This is an optimization exercise on Yosys and OpenROAD, whose aim is small area, a short achievable clock period and few clock cycles per item, not a production implementation.
Function was checked by simulation only, so behaviour that the tests miss may differ from the original.
Power and IR drop assume default switching activity.

**flow/design.v**
```verilog
module blackhole_core (
    input  wire        clk,
    input  wire        rst,
    input  wire        cmd_valid,
    input  wire [31:0] cmd_word,
    output wire        cmd_ready,
    output wire        busy,
    input  wire [2:0]  sr_sel,
    output reg  [31:0] sr_data,
    output wire        map_req,
    output wire [1:0]  map_space,
    output wire [31:0] map_size,
    input  wire        map_ok,
    input  wire        map_fail,
    output wire        rd_req,
    output wire [1:0]  rd_space,
    output wire [31:0] rd_addr,
    input  wire        rd_ack,
    input  wire [7:0]  rd_data,
    output wire        wr_req,
    output wire [1:0]  wr_sink,
    output wire [3:0]  wr_len,
    output wire [63:0] wr_data,
    input  wire        wr_ack,
    input  wire [3:0]  wr_accepted,
    input  wire        wr_fail
);
    localparam PAGE = 8;
    localparam [2:0] PH_START = 3'd0, PH_OPENED = 3'd1, PH_PROC = 3'd2,
                     PH_FINAL = 3'd3, PH_DONE = 3'd4, PH_FAILED = 3'd5;
    localparam [2:0] E_IO = 3'd1, E_SIZE = 3'd2, E_LEN = 3'd3, E_CRC = 3'd4,
                     E_INDEX = 3'd5;
    localparam [3:0] OP_DECOMP = 4'd1, OP_LOOKUP = 4'd2, OP_PUSH = 4'd3,
                     OP_PFIN = 4'd4, OP_CRCINIT = 4'd5, OP_CRCUPD = 4'd6,
                     OP_CRCFIN = 4'd7, OP_RSET = 4'd8, OP_RECON = 4'd9,
                     OP_RFIN = 4'd10, OP_OBSCURE = 4'd11, OP_REVEAL = 4'd12,
                     OP_RESET = 4'd13;
    localparam [1:0] SP_PLAIN = 2'd0, SP_OBS = 2'd1, SP_MAP = 2'd2;
    localparam [1:0] SK_A = 2'd0, SK_B = 2'd1, SK_P = 2'd2;
    localparam [2:0] WS_BUFT = 3'd0, WS_BUFM = 3'd1, WS_OBUF = 3'd2,
                     WS_HDRA = 3'd3, WS_HDRB = 3'd4;
    localparam [5:0]
        S_IDLE      = 6'd0,
        S_EXEC      = 6'd1,
        S_MAP       = 6'd2,
        S_READ      = 6'd3,
        S_WRITE     = 6'd4,
        S_PUSH      = 6'd5,
        S_PFIN_PAD  = 6'd6,
        S_PFIN_WR   = 6'd7,
        S_REC_HI    = 6'd8,
        S_REC_LO    = 6'd9,
        S_REC_END   = 6'd10,
        S_RFIN      = 6'd11,
        S_O_OPENED  = 6'd12,
        S_O_CRCLOOP = 6'd13,
        S_O_CRCUPD  = 6'd14,
        S_O_HDRA    = 6'd15,
        S_O_HDRB    = 6'd16,
        S_O_LOOP    = 6'd17,
        S_O_PUSHT   = 6'd18,
        S_O_PUSHM   = 6'd19,
        S_O_NEXT    = 6'd20,
        S_O_FINT    = 6'd21,
        S_O_FINM    = 6'd22,
        S_O_DONE    = 6'd23,
        S_V_MAP2    = 6'd24,
        S_V_OPENED  = 6'd25,
        S_V_CHECK   = 6'd26,
        S_V_HDR     = 6'd27,
        S_V_HDRST   = 6'd28,
        S_V_LCHK    = 6'd29,
        S_V_LOOP    = 6'd30,
        S_V_GOTO    = 6'd31,
        S_V_GOTM    = 6'd32,
        S_V_FIN     = 6'd33,
        S_V_CRC     = 6'd34;
    function [31:0] crc_update;
        input [31:0] c;
        input [7:0]  b;
        integer k;
        reg [31:0] t;
        begin
            t = c ^ {24'd0, b};
            for (k = 0; k < 8; k = k + 1)
                t = t[0] ? ((t >> 1) ^ 32'hEDB88320) : (t >> 1);
            crc_update = t;
        end
    endfunction
    reg [2:0]  phase;
    reg [2:0]  err;
    reg        dir;
    reg [31:0] pos;
    reg [31:0] size_a, size_b;
    reg [31:0] len;
    reg [31:0] crcref;
    reg [31:0] res;
    reg        resv;
    reg [31:0] crc;
    reg [31:0] count;
    reg        half_t, half_m;
    reg [3:0]  hold_t, hold_m;
    reg [3:0]  fill_t, fill_m;
    reg [7:0]  buf_t [0:PAGE-1];
    reg [7:0]  buf_m [0:PAGE-1];
    reg [3:0]  ofill;
    reg [7:0]  obuf  [0:PAGE-1];
    reg [5:0]  st;
    reg [5:0]  ret;          
    reg [3:0]  op;           
    reg [15:0] opnd;         
    reg [31:0] ext1, ext2;   
    reg [1:0]  asm_cnt;      
    reg        composite;    
    reg [1:0]  xsp;          
    reg [31:0] xaddr;        
    reg [7:0]  rbyte;        
    reg [7:0]  obyte, mbyte;
    reg [2:0]  wsel;
    reg [3:0]  wlen;
    reg [2:0]  hdr_i;
    wire [3:0] w_op = cmd_word[31:28];
    reg        w_legal;
    always @* begin
        w_legal = 1'b0;
        if (cmd_word[27:16] == 12'd0) begin
            case (w_op)
                OP_DECOMP, OP_CRCUPD: w_legal = (cmd_word[15:8] == 8'd0);
                OP_LOOKUP, OP_RECON:  w_legal = 1'b1;
                OP_PUSH:              w_legal = (cmd_word[15:9] == 7'd0) && (cmd_word[7:4] == 4'd0);
                OP_PFIN:              w_legal = (cmd_word[15:9] == 7'd0) && (cmd_word[7:0] == 8'd0);
                OP_CRCINIT, OP_CRCFIN, OP_RSET, OP_RFIN,
                OP_OBSCURE, OP_REVEAL, OP_RESET:
                                      w_legal = (cmd_word[15:0] == 16'd0);
                default:              w_legal = 1'b0;
            endcase
        end
    end
    wire idle = (st == S_IDLE);
    assign busy = !idle;
    assign cmd_ready = idle && ((asm_cnt != 2'd0) ||
                                (phase == PH_START && w_legal) ||
                                ((phase == PH_DONE || phase == PH_FAILED) &&
                                 cmd_word == 32'hD000_0000));
    wire take = cmd_valid && cmd_ready;
    assign map_req   = (st == S_MAP);
    assign map_space = xsp;
    assign map_size  = xaddr;
    assign rd_req    = (st == S_READ);
    assign rd_space  = xsp;
    assign rd_addr   = xaddr;
    assign wr_req    = (st == S_WRITE);
    assign wr_len    = wlen;
    assign wr_sink   = (wsel == WS_BUFT || wsel == WS_HDRA) ? SK_A :
                       (wsel == WS_BUFM || wsel == WS_HDRB) ? SK_B : SK_P;
    reg [63:0] wdata;
    integer i;
    always @* begin
        wdata = 64'd0;
        case (wsel)
            WS_BUFT: for (i = 0; i < PAGE; i = i + 1) wdata[8*i +: 8] = buf_t[i];
            WS_BUFM: for (i = 0; i < PAGE; i = i + 1) wdata[8*i +: 8] = buf_m[i];
            WS_OBUF: for (i = 0; i < PAGE; i = i + 1) wdata[8*i +: 8] = obuf[i];
            WS_HDRA: wdata[31:0] = len;
            WS_HDRB: wdata[31:0] = crcref;
            default: wdata = 64'd0;
        endcase
    end
    assign wr_data = wdata;
    wire wr_ok = !wr_fail && (wr_accepted == wlen);
    always @* begin
        case (sr_sel)
            3'd0:    sr_data = {22'd0, dir, half_m, half_t, resv, err, phase};
            3'd1:    sr_data = res;
            3'd2:    sr_data = len;
            3'd3:    sr_data = crcref;
            3'd4:    sr_data = count;
            default: sr_data = 32'd0;
        endcase
    end
    wire [33:0] two_s   = {1'b0, size_a - 32'd4, 1'b0};
    wire [33:0] len34   = {2'd0, len};
    wire        len_ok  = (two_s == len34) || (two_s + 34'd1 == len34) ||
                          (two_s == len34 + 34'd1);
    wire [7:0] rec_hi = {obyte[7:4], mbyte[7:4]};
    wire [7:0] rec_lo = {obyte[3:0], mbyte[3:0]};
    always @(posedge clk) begin
        if (rst || (st == S_EXEC && op == OP_RESET)) begin
            phase <= PH_START; err <= 3'd0; dir <= 1'b0;
            pos <= 32'd0; size_a <= 32'd0; size_b <= 32'd0;
            len <= 32'd0; crcref <= 32'd0; resv <= 1'b0;
            crc <= 32'hFFFF_FFFF; count <= 32'd0;
            half_t <= 1'b0; half_m <= 1'b0; fill_t <= 4'd0; fill_m <= 4'd0;
            ofill <= 4'd0;
            st <= S_IDLE; asm_cnt <= 2'd0;
        end else begin
            case (st)
            S_IDLE: begin
                if (take) begin
                    if (asm_cnt == 2'd0) begin
                        op   <= w_op;
                        opnd <= cmd_word[15:0];
                        if (w_op == OP_RSET || w_op == OP_OBSCURE) asm_cnt <= 2'd1;
                        else if (w_op == OP_REVEAL)                 asm_cnt <= 2'd2;
                        else                                         st <= S_EXEC;
                    end else begin
                        if ((op == OP_REVEAL && asm_cnt == 2'd2) || op != OP_REVEAL)
                            ext1 <= cmd_word;
                        else
                            ext2 <= cmd_word;
                        asm_cnt <= asm_cnt - 2'd1;
                        if (asm_cnt == 2'd1) st <= S_EXEC;
                    end
                end
            end
            S_EXEC: begin
                st <= S_IDLE;
                composite <= 1'b0;
                case (op)
                OP_DECOMP: begin
                    res <= {20'd0, opnd[7:4], 4'd0, opnd[3:0]};
                    resv <= 1'b1;
                end
                OP_LOOKUP: begin
                    if (opnd[15:12] != 4'd0 || opnd[7:4] != 4'd0) begin
                        phase <= PH_FAILED; err <= E_INDEX;
                    end else begin
                        res <= {24'd0, opnd[11:8], opnd[3:0]};
                        resv <= 1'b1;
                    end
                end
                OP_PUSH:    st <= S_PUSH;
                OP_PFIN:    st <= S_PFIN_PAD;
                OP_CRCINIT: crc <= 32'hFFFF_FFFF;
                OP_CRCUPD:  crc <= crc_update(crc, opnd[7:0]);
                OP_CRCFIN: begin
                    res <= ~crc;
                    resv <= 1'b1;
                end
                OP_RSET: begin
                    len <= ext1; count <= 32'd0; ofill <= 4'd0;
                end
                OP_RECON: begin
                    obyte <= opnd[15:8]; mbyte <= opnd[7:0];
                    st <= S_REC_HI;
                end
                OP_RFIN:    st <= S_RFIN;
                OP_OBSCURE: begin
                    half_t <= 1'b0; half_m <= 1'b0; fill_t <= 4'd0; fill_m <= 4'd0;
                    count <= 32'd0; ofill <= 4'd0; crc <= 32'hFFFF_FFFF; pos <= 32'd0;
                    dir <= 1'b0; len <= ext1;
                    xsp <= SP_PLAIN; xaddr <= ext1;
                    st <= S_MAP; ret <= S_O_OPENED;
                end
                OP_REVEAL: begin
                    half_t <= 1'b0; half_m <= 1'b0; fill_t <= 4'd0; fill_m <= 4'd0;
                    count <= 32'd0; ofill <= 4'd0; crc <= 32'hFFFF_FFFF; pos <= 32'd0;
                    dir <= 1'b1; size_a <= ext1; size_b <= ext2;
                    xsp <= SP_OBS; xaddr <= ext1;
                    st <= S_MAP; ret <= S_V_MAP2;
                end
                default: ;
                endcase
            end
            S_MAP: begin
                if (map_ok) st <= ret;
                else if (map_fail) begin
                    phase <= PH_FAILED; err <= E_IO; st <= S_IDLE;
                end
            end
            S_READ: begin
                if (rd_ack) begin
                    rbyte <= rd_data;
                    st <= ret;
                end
            end
            S_WRITE: begin
                if (wr_ack) begin
                    if (wr_ok) begin
                        case (wsel)
                            WS_BUFT: fill_t <= 4'd0;
                            WS_BUFM: fill_m <= 4'd0;
                            WS_OBUF: ofill  <= 4'd0;
                            default: ;
                        endcase
                        st <= ret;
                    end else begin
                        phase <= PH_FAILED; err <= E_IO; st <= S_IDLE;
                    end
                end
            end
            S_PUSH: begin
                st <= S_IDLE;
                if (!opnd[8]) begin
                    if (!half_t) begin
                        hold_t <= opnd[3:0]; half_t <= 1'b1;
                    end else begin
                        buf_t[fill_t[2:0]] <= {hold_t, opnd[3:0]};
                        fill_t <= fill_t + 4'd1; half_t <= 1'b0;
                        if (fill_t == PAGE - 1) begin
                            wsel <= WS_BUFT; wlen <= PAGE; st <= S_WRITE; ret <= S_IDLE;
                        end
                    end
                end else begin
                    if (!half_m) begin
                        hold_m <= opnd[3:0]; half_m <= 1'b1;
                    end else begin
                        buf_m[fill_m[2:0]] <= {hold_m, opnd[3:0]};
                        fill_m <= fill_m + 4'd1; half_m <= 1'b0;
                        if (fill_m == PAGE - 1) begin
                            wsel <= WS_BUFM; wlen <= PAGE; st <= S_WRITE; ret <= S_IDLE;
                        end
                    end
                end
            end
            S_PFIN_PAD: begin
                st <= S_PFIN_WR;
                if (!opnd[8]) begin
                    if (half_t) begin
                        buf_t[fill_t[2:0]] <= {hold_t, 4'd0};
                        fill_t <= fill_t + 4'd1; half_t <= 1'b0;
                    end
                end else begin
                    if (half_m) begin
                        buf_m[fill_m[2:0]] <= {hold_m, 4'd0};
                        fill_m <= fill_m + 4'd1; half_m <= 1'b0;
                    end
                end
            end
            S_PFIN_WR: begin
                st <= S_IDLE;
                if (!opnd[8]) begin
                    if (fill_t != 4'd0) begin
                        wsel <= WS_BUFT; wlen <= fill_t; st <= S_WRITE; ret <= S_IDLE;
                    end
                end else begin
                    if (fill_m != 4'd0) begin
                        wsel <= WS_BUFM; wlen <= fill_m; st <= S_WRITE; ret <= S_IDLE;
                    end
                end
            end
            S_REC_HI: begin
                if (count >= len) st <= S_REC_END;
                else begin
                    obuf[ofill[2:0]] <= rec_hi;
                    ofill <= ofill + 4'd1;
                    count <= count + 32'd1;
                    crc <= crc_update(crc, rec_hi);
                    if (ofill == PAGE - 1) begin
                        wsel <= WS_OBUF; wlen <= PAGE; st <= S_WRITE; ret <= S_REC_LO;
                    end else
                        st <= S_REC_LO;
                end
            end
            S_REC_LO: begin
                if (count >= len) st <= S_REC_END;
                else begin
                    obuf[ofill[2:0]] <= rec_lo;
                    ofill <= ofill + 4'd1;
                    count <= count + 32'd1;
                    crc <= crc_update(crc, rec_lo);
                    if (ofill == PAGE - 1) begin
                        wsel <= WS_OBUF; wlen <= PAGE; st <= S_WRITE; ret <= S_REC_END;
                    end else
                        st <= S_REC_END;
                end
            end
            S_REC_END: begin
                if (!composite) st <= S_IDLE;
                else begin
                    pos <= pos + 32'd1;
                    if (count >= len) st <= S_V_FIN;
                    else              st <= S_V_LOOP;
                end
            end
            S_RFIN: begin
                st <= S_IDLE;
                if (ofill != 4'd0) begin
                    wsel <= WS_OBUF; wlen <= ofill; st <= S_WRITE; ret <= S_IDLE;
                end
            end
            S_O_OPENED: begin
                phase <= PH_OPENED;
                st <= S_O_CRCLOOP;
            end
            S_O_CRCLOOP: begin
                phase <= PH_PROC;
                if (pos == len) begin
                    crcref <= ~crc;
                    st <= S_O_HDRA;
                end else begin
                    xsp <= SP_PLAIN; xaddr <= pos;
                    st <= S_READ; ret <= S_O_CRCUPD;
                end
            end
            S_O_CRCUPD: begin
                crc <= crc_update(crc, rbyte);
                pos <= pos + 32'd1;
                st <= S_O_CRCLOOP;
            end
            S_O_HDRA: begin
                wsel <= WS_HDRA; wlen <= 4'd4; st <= S_WRITE; ret <= S_O_HDRB;
            end
            S_O_HDRB: begin
                wsel <= WS_HDRB; wlen <= 4'd4; st <= S_WRITE; ret <= S_O_LOOP;
                pos <= 32'd0;
            end
            S_O_LOOP: begin
                if (pos == len) begin
                    phase <= PH_FINAL;
                    st <= S_O_FINT;
                end else begin
                    xsp <= SP_PLAIN; xaddr <= pos;
                    st <= S_READ; ret <= S_O_PUSHT;
                end
            end
            S_O_PUSHT: begin
                st <= S_O_PUSHM;
                if (!half_t) begin
                    hold_t <= rbyte[7:4]; half_t <= 1'b1;
                end else begin
                    buf_t[fill_t[2:0]] <= {hold_t, rbyte[7:4]};
                    fill_t <= fill_t + 4'd1; half_t <= 1'b0;
                    if (fill_t == PAGE - 1) begin
                        wsel <= WS_BUFT; wlen <= PAGE; st <= S_WRITE; ret <= S_O_PUSHM;
                    end
                end
            end
            S_O_PUSHM: begin
                st <= S_O_NEXT;
                if (!half_m) begin
                    hold_m <= rbyte[3:0]; half_m <= 1'b1;
                end else begin
                    buf_m[fill_m[2:0]] <= {hold_m, rbyte[3:0]};
                    fill_m <= fill_m + 4'd1; half_m <= 1'b0;
                    if (fill_m == PAGE - 1) begin
                        wsel <= WS_BUFM; wlen <= PAGE; st <= S_WRITE; ret <= S_O_NEXT;
                    end
                end
            end
            S_O_NEXT: begin
                pos <= pos + 32'd1;
                st <= S_O_LOOP;
            end
            S_O_FINT: begin
                if (half_t) begin
                    buf_t[fill_t[2:0]] <= {hold_t, 4'd0};
                    fill_t <= fill_t + 4'd1; half_t <= 1'b0;
                end else if (fill_t != 4'd0) begin
                    wsel <= WS_BUFT; wlen <= fill_t; st <= S_WRITE; ret <= S_O_FINM;
                end else
                    st <= S_O_FINM;
            end
            S_O_FINM: begin
                if (half_m) begin
                    buf_m[fill_m[2:0]] <= {hold_m, 4'd0};
                    fill_m <= fill_m + 4'd1; half_m <= 1'b0;
                end else if (fill_m != 4'd0) begin
                    wsel <= WS_BUFM; wlen <= fill_m; st <= S_WRITE; ret <= S_O_DONE;
                end else
                    st <= S_O_DONE;
            end
            S_O_DONE: begin
                phase <= PH_DONE;
                st <= S_IDLE;
            end
            S_V_MAP2: begin
                xsp <= SP_MAP; xaddr <= size_b;
                st <= S_MAP; ret <= S_V_OPENED;
            end
            S_V_OPENED: begin
                phase <= PH_OPENED;
                st <= S_V_CHECK;
            end
            S_V_CHECK: begin
                if (size_a != size_b) begin
                    phase <= PH_FAILED; err <= E_SIZE; st <= S_IDLE;
                end else if (size_a < 32'd4) begin
                    phase <= PH_FAILED; err <= E_LEN; st <= S_IDLE;
                end else begin
                    hdr_i <= 3'd0;
                    st <= S_V_HDR;
                end
            end
            S_V_HDR: begin
                xsp <= hdr_i[2] ? SP_MAP : SP_OBS;
                xaddr <= {30'd0, hdr_i[1:0]};
                st <= S_READ; ret <= S_V_HDRST;
            end
            S_V_HDRST: begin
                case (hdr_i)
                    3'd0: len[7:0]      <= rbyte;
                    3'd1: len[15:8]     <= rbyte;
                    3'd2: len[23:16]    <= rbyte;
                    3'd3: len[31:24]    <= rbyte;
                    3'd4: crcref[7:0]   <= rbyte;
                    3'd5: crcref[15:8]  <= rbyte;
                    3'd6: crcref[23:16] <= rbyte;
                    default: crcref[31:24] <= rbyte;
                endcase
                hdr_i <= hdr_i + 3'd1;
                if (hdr_i == 3'd7) st <= S_V_LCHK;
                else               st <= S_V_HDR;
            end
            S_V_LCHK: begin
                if (!len_ok) begin
                    phase <= PH_FAILED; err <= E_LEN; st <= S_IDLE;
                end else begin
                    phase <= PH_PROC;
                    pos <= 32'd4;
                    composite <= 1'b1;
                    st <= S_V_LOOP;
                end
            end
            S_V_LOOP: begin
                if (pos == size_a) st <= S_V_FIN;
                else begin
                    xsp <= SP_OBS; xaddr <= pos;
                    st <= S_READ; ret <= S_V_GOTO;
                end
            end
            S_V_GOTO: begin
                obyte <= rbyte;
                xsp <= SP_MAP; xaddr <= pos;
                st <= S_READ; ret <= S_V_GOTM;
            end
            S_V_GOTM: begin
                mbyte <= rbyte;
                st <= S_REC_HI;
            end
            S_V_FIN: begin
                phase <= PH_FINAL;
                if (ofill != 4'd0) begin
                    wsel <= WS_OBUF; wlen <= ofill; st <= S_WRITE; ret <= S_V_CRC;
                end else
                    st <= S_V_CRC;
            end
            S_V_CRC: begin
                st <= S_IDLE;
                if (~crc != crcref) begin
                    phase <= PH_FAILED; err <= E_CRC;
                end else
                    phase <= PH_DONE;
            end
            default: st <= S_IDLE;
            endcase
        end
    end
endmodule
```
**flow/run.sh**
```bash
#!/bin/bash
# synth_recipe.tcl (not shown) runs the flow's synth.tcl, then flattens the netlist and writes it again
# the make line also repeats each setting of config.mk as NAME=value (left out here)
make -C /OpenROAD-flow-scripts/flow DESIGN_CONFIG=/design/flow/config.mk WORK_HOME=/design/flow/orfs CLKGATE_MAP_FILE= SYNTH_SCRIPT=/design/flow/synth_recipe.tcl finish
```
**flow/config.mk**
```make
export PLATFORM = sky130hd
export DESIGN_NAME = blackhole_core
export DESIGN_NICKNAME = blackhole_core
export VERILOG_FILES = /design/flow/design.v
export SDC_FILE = /design/flow/constraint.sdc
export NUM_CORES = 4
export LEC_CHECK = 0
export CAP_MARGIN = 20
export CORE_MARGIN = 2
export CORE_UTILIZATION = 40
export PLACE_DENSITY = 0.6
export SLEW_MARGIN = 20
```
**flow/constraint.sdc**
```tcl
create_clock -name core_clock -period 8.0 [get_ports {clk}]
set_input_delay 1.6000 -clock core_clock [delete_from_list [all_inputs] [get_ports {clk}]]
set_output_delay 1.6000 -clock core_clock [all_outputs]
set_load 0.01 [all_outputs]
```
==> run summary <==
Root Driver clkbuf_16; GPL Wtd Cong 1.024; slew at the pin closest to its max-slew limit ~1100 ps; Rel. slew slack 23.67%; syn_nets between 3000 and 4000; Post-DRT Antenna Nets 0; vias in the first global route 29940; Pre-antenna DRT Iters 9; footprint of the multi-input gates 18270 um^2; Post-synth EDFFs 391; Post-CTS Setup Inserts 0; CTS Hold Bufs 0; Syn Inst Count 3894; Initial Utilization 40.29%; dominant synthesized flop cell edfxtp_1; Final Setup Violations 0; die area 94500 um^2; RSZ-0062 raised after global routing no; total CTS buffers 73; Pleak 14.68 nW; initial antenna violation count 9; number of buffers added on ports 229; clk sinks 645; net count reported at finish between 4000 and 5000; Peak supply drop 0.0001288 V; Max clock buf depth 3; Total Wirelength 152.3 mm; CTS tree built; CP max FO 23; clock slew at reported path FFs roughly 60 ps; Cell Rows about 110; max_cap viols 0; post-synth cell types 89; Startpoint Class input port; flip-flop and latch count after synthesis roughly 650; first-pass GRT wire length 214.2 mm; Synth warnings 1; Post-synth ARST share 0%; Seq. cell area 16830 um^2; WS Path Type input port to primary output; die height 307.4 um; max-slew violations 0; fmax 148.3 MHz; Core Area 91390 um^2; Clk Latency, worst-skew pair 680 ps; Routed WL per cell 29.32 um; DR iter-0 viols 4784; DR vias 32700; H-tree Lvls 3; Congestion Overflow GR 0; final hold violations 0; Syn Area/Cell between 9 and 10 um^2; Die X 307.4 um; Final min period 6743 ps; FILL cells 8718; setup_tns 0 ps; Synth-to-Final Area Change 15.48%; largest net degree at the start of global routing 65; cts repair resizes 0; total power 6.988 mW; All-Layer GR Usage a little under a third; ratio of cells with drive above 1 in the final layout under 10%; HPWL after DPL 110.7 mm; P per Cell Area 164.3 nW/um^2; Via-to-Cell Ratio between 6 and 7; clk_skew between 40 and 50 ps; Post-route DRC 0; mapped cell area roughly 37000 um^2; Arrival @ worst endpoint 5140 ps; status finished clean; worst path required time 6400 ps; HP Class register to register; period utilization 84.29%; sequential area share after synthesis between 40% and 50%; IO Count 230; CP endpoint kind primary output
## layer usage
layer | routed length [um] | global-route usage, %
met2 | 65260 | 45.84
met5 | 46 | 0
met4 | 7365 | 13.55
met1 | 61060 | 42.96
met3 | 18550 | 8.045
## report_power, final
| part | total, mW | switching [mW] | internal (mW) |
|---|---|---|---|
| logic | 0.109 | 0.0674 | 0.0419 |
| registers | 3.49 | 0.0000243 | 3.49 |
| clock network | 3.39 | 1.53 | 1.86 |
## layout by cell type, fill, tap and decap left out, types with 24 or more instances in the layout
master and instances:
nor3_1 60, edfxtp_1 391, xor2_1 150, a222oi_1 35, clkbuf_16 73, xnor2_1 363, nand2_1 422, dfxtp_1 254
o22ai_1 57, a311oi_1 35, mux2_2 34, nand4_1 54, a221o_1 38, clkdlybuf4s50_1 229, ha_1 48, nor2_1 341
and3_1 29, nor4_1 73, nor2b_1 24, nand3_1 60, mux2i_1 77, buf_4 110, o21ai_0 171, inv_1 102
o211ai_1 68, a22oi_1 87, a21oi_1 210
## area by class of cell
| class | instances | share of cell area [%] |
|---|---|---|
| Sequential cell | 645 | 39.57 |
| Tap cell | 1186 | 3.490 |
| Antenna cell | 2 | 0.01177 |
| Timing Repair Buffer | 340 | 7.359 |
| Clock inverter | 40 | 1.115 |
| Clock buffer | 96 | 4.570 |
| Multi-Input combinational cell | 2782 | 42.97 |
| Inverter | 103 | 0.9092 |
## logic make-up after synthesis
group	share of synthesized area, %
buf+inv	5.219
compound gates	16.63
flops	45.69
fa+ha+maj	1.631
simple gates	15.37
xor+xnor	12.32
mux	3.133
## path summary, 6_finish.rpt
check                  from           to  slack [ps]  depth (start not counted)
setup / recovery  sr_sel[0]  sr_data[23]        1260                          7
setup reg to reg    len[15]      pos[21]        2660                         11
hold reg to reg        resv         resv         460                          1
hold / removal         resv         resv         460                          1
## state kept, by name, summed over array words and instances (netlist names), 16 cells and up
register,cells
buf_m,64
buf_t,64
obuf,64
count,32
crc,32
crcref,32
ext1,32
ext2,32
len,32
pos,32
res,32
size_a,32
size_b,32
xaddr,32
opnd,16
## stage by stage
stage               instance area [um^2]  hold slack, ps  instances  util, %  setup WS (ps)
finish                             42520           464.7       5194    46.53           1257
CTS                                42480           469.0       5190    46.49           1411
floorplan                          36820           427.0       3894        -           2023
global placement                   40050           461.1       5053    43.82           1446
detailed placement                 40060           455.9       5054    43.84           1407
global route                       42520           500.6       5194    46.53           1184
## cells in the mapped netlist, types with 11 or more instances
master | number | area [um^2]
nand2_1 | 423 | 1588
edfxtp_1 | 391 | 11740
xnor2_1 | 363 | 3179
nor2_1 | 347 | 1303
clkbuf_1 | 298 | 1119
dfxtp_1 | 254 | 5085
a21oi_1 | 211 | 1056
o21ai_0 | 172 | 860.8
xor2_1 | 150 | 1314
inv_1 | 102 | 382.9
a22oi_1 | 87 | 653.1
mux2i_1 | 77 | 770.7
nor4_1 | 76 | 475.5
o211ai_1 | 68 | 510.5
nor3_1 | 66 | 330.3
nand3_1 | 60 | 300.3
o22ai_1 | 57 | 356.6
nand4_1 | 54 | 337.8
ha_1 | 48 | 600.6
a221o_1 | 38 | 380.4
buf_4 | 36 | 270.3
a222oi_1 | 35 | 350.3
a311oi_1 | 35 | 306.5
mux2_2 | 34 | 382.9
and3_1 | 29 | 181.4
nor2b_1 | 25 | 156.4
a21o_1 | 23 | 172.7
a31oi_1 | 20 | 125.1
buf_1 | 18 | 67.56
or3_1 | 18 | 112.6
a211oi_1 | 17 | 127.6
nand2b_1 | 17 | 106.4
a22o_1 | 14 | 122.6
nor3b_1 | 14 | 105.1
a211o_1 | 13 | 113.9
o2111ai_1 | 12 | 105.1
a221oi_1 | 11 | 96.34
and2_1 | 11 | 68.82
## worst max-delay path, cell delays in order
cell,delay (ps)
clkdlybuf4s50_1,900
nor2b_1,720
nor2b_1,740
buf_4,390
a22oi_1,130
nand2_1,110
clkdlybuf4s50_1,530
Testbench counts, summed over its fixed seeds: cycles 47,572, bytes 5,372.

what the ideal ports hide:
How much do the figures lean on ideal ports? The routed layout below was timed once more, with nothing changed but the port constraints.
Step 1 sets driving cells, clkbuf_16 on the clock port and buf_2 on the other inputs (assumed; they add their load-dependent delay and slew).
Step 2 moves the port delays by t, midway between the first and last clock arrival at a register: inputs arrive t later, outputs are due t later. That takes back most of the time a late clock gives input paths.
Slacks: ideal / step 1 / step 2; pairs: ideal / step 1.
t (ns): 0.724
setup slack, ns: 1.257 / 1.236 / 1.236
worst setup path after step 2: input to output
worst slew at a driven data input, ns: 0.07
pins driven straight from the clock port: 1
After both steps this run still meets setup and hold. For this run, drivers alone change the setup slack by -0.021 ns; drivers and shift together by -0.021 ns.
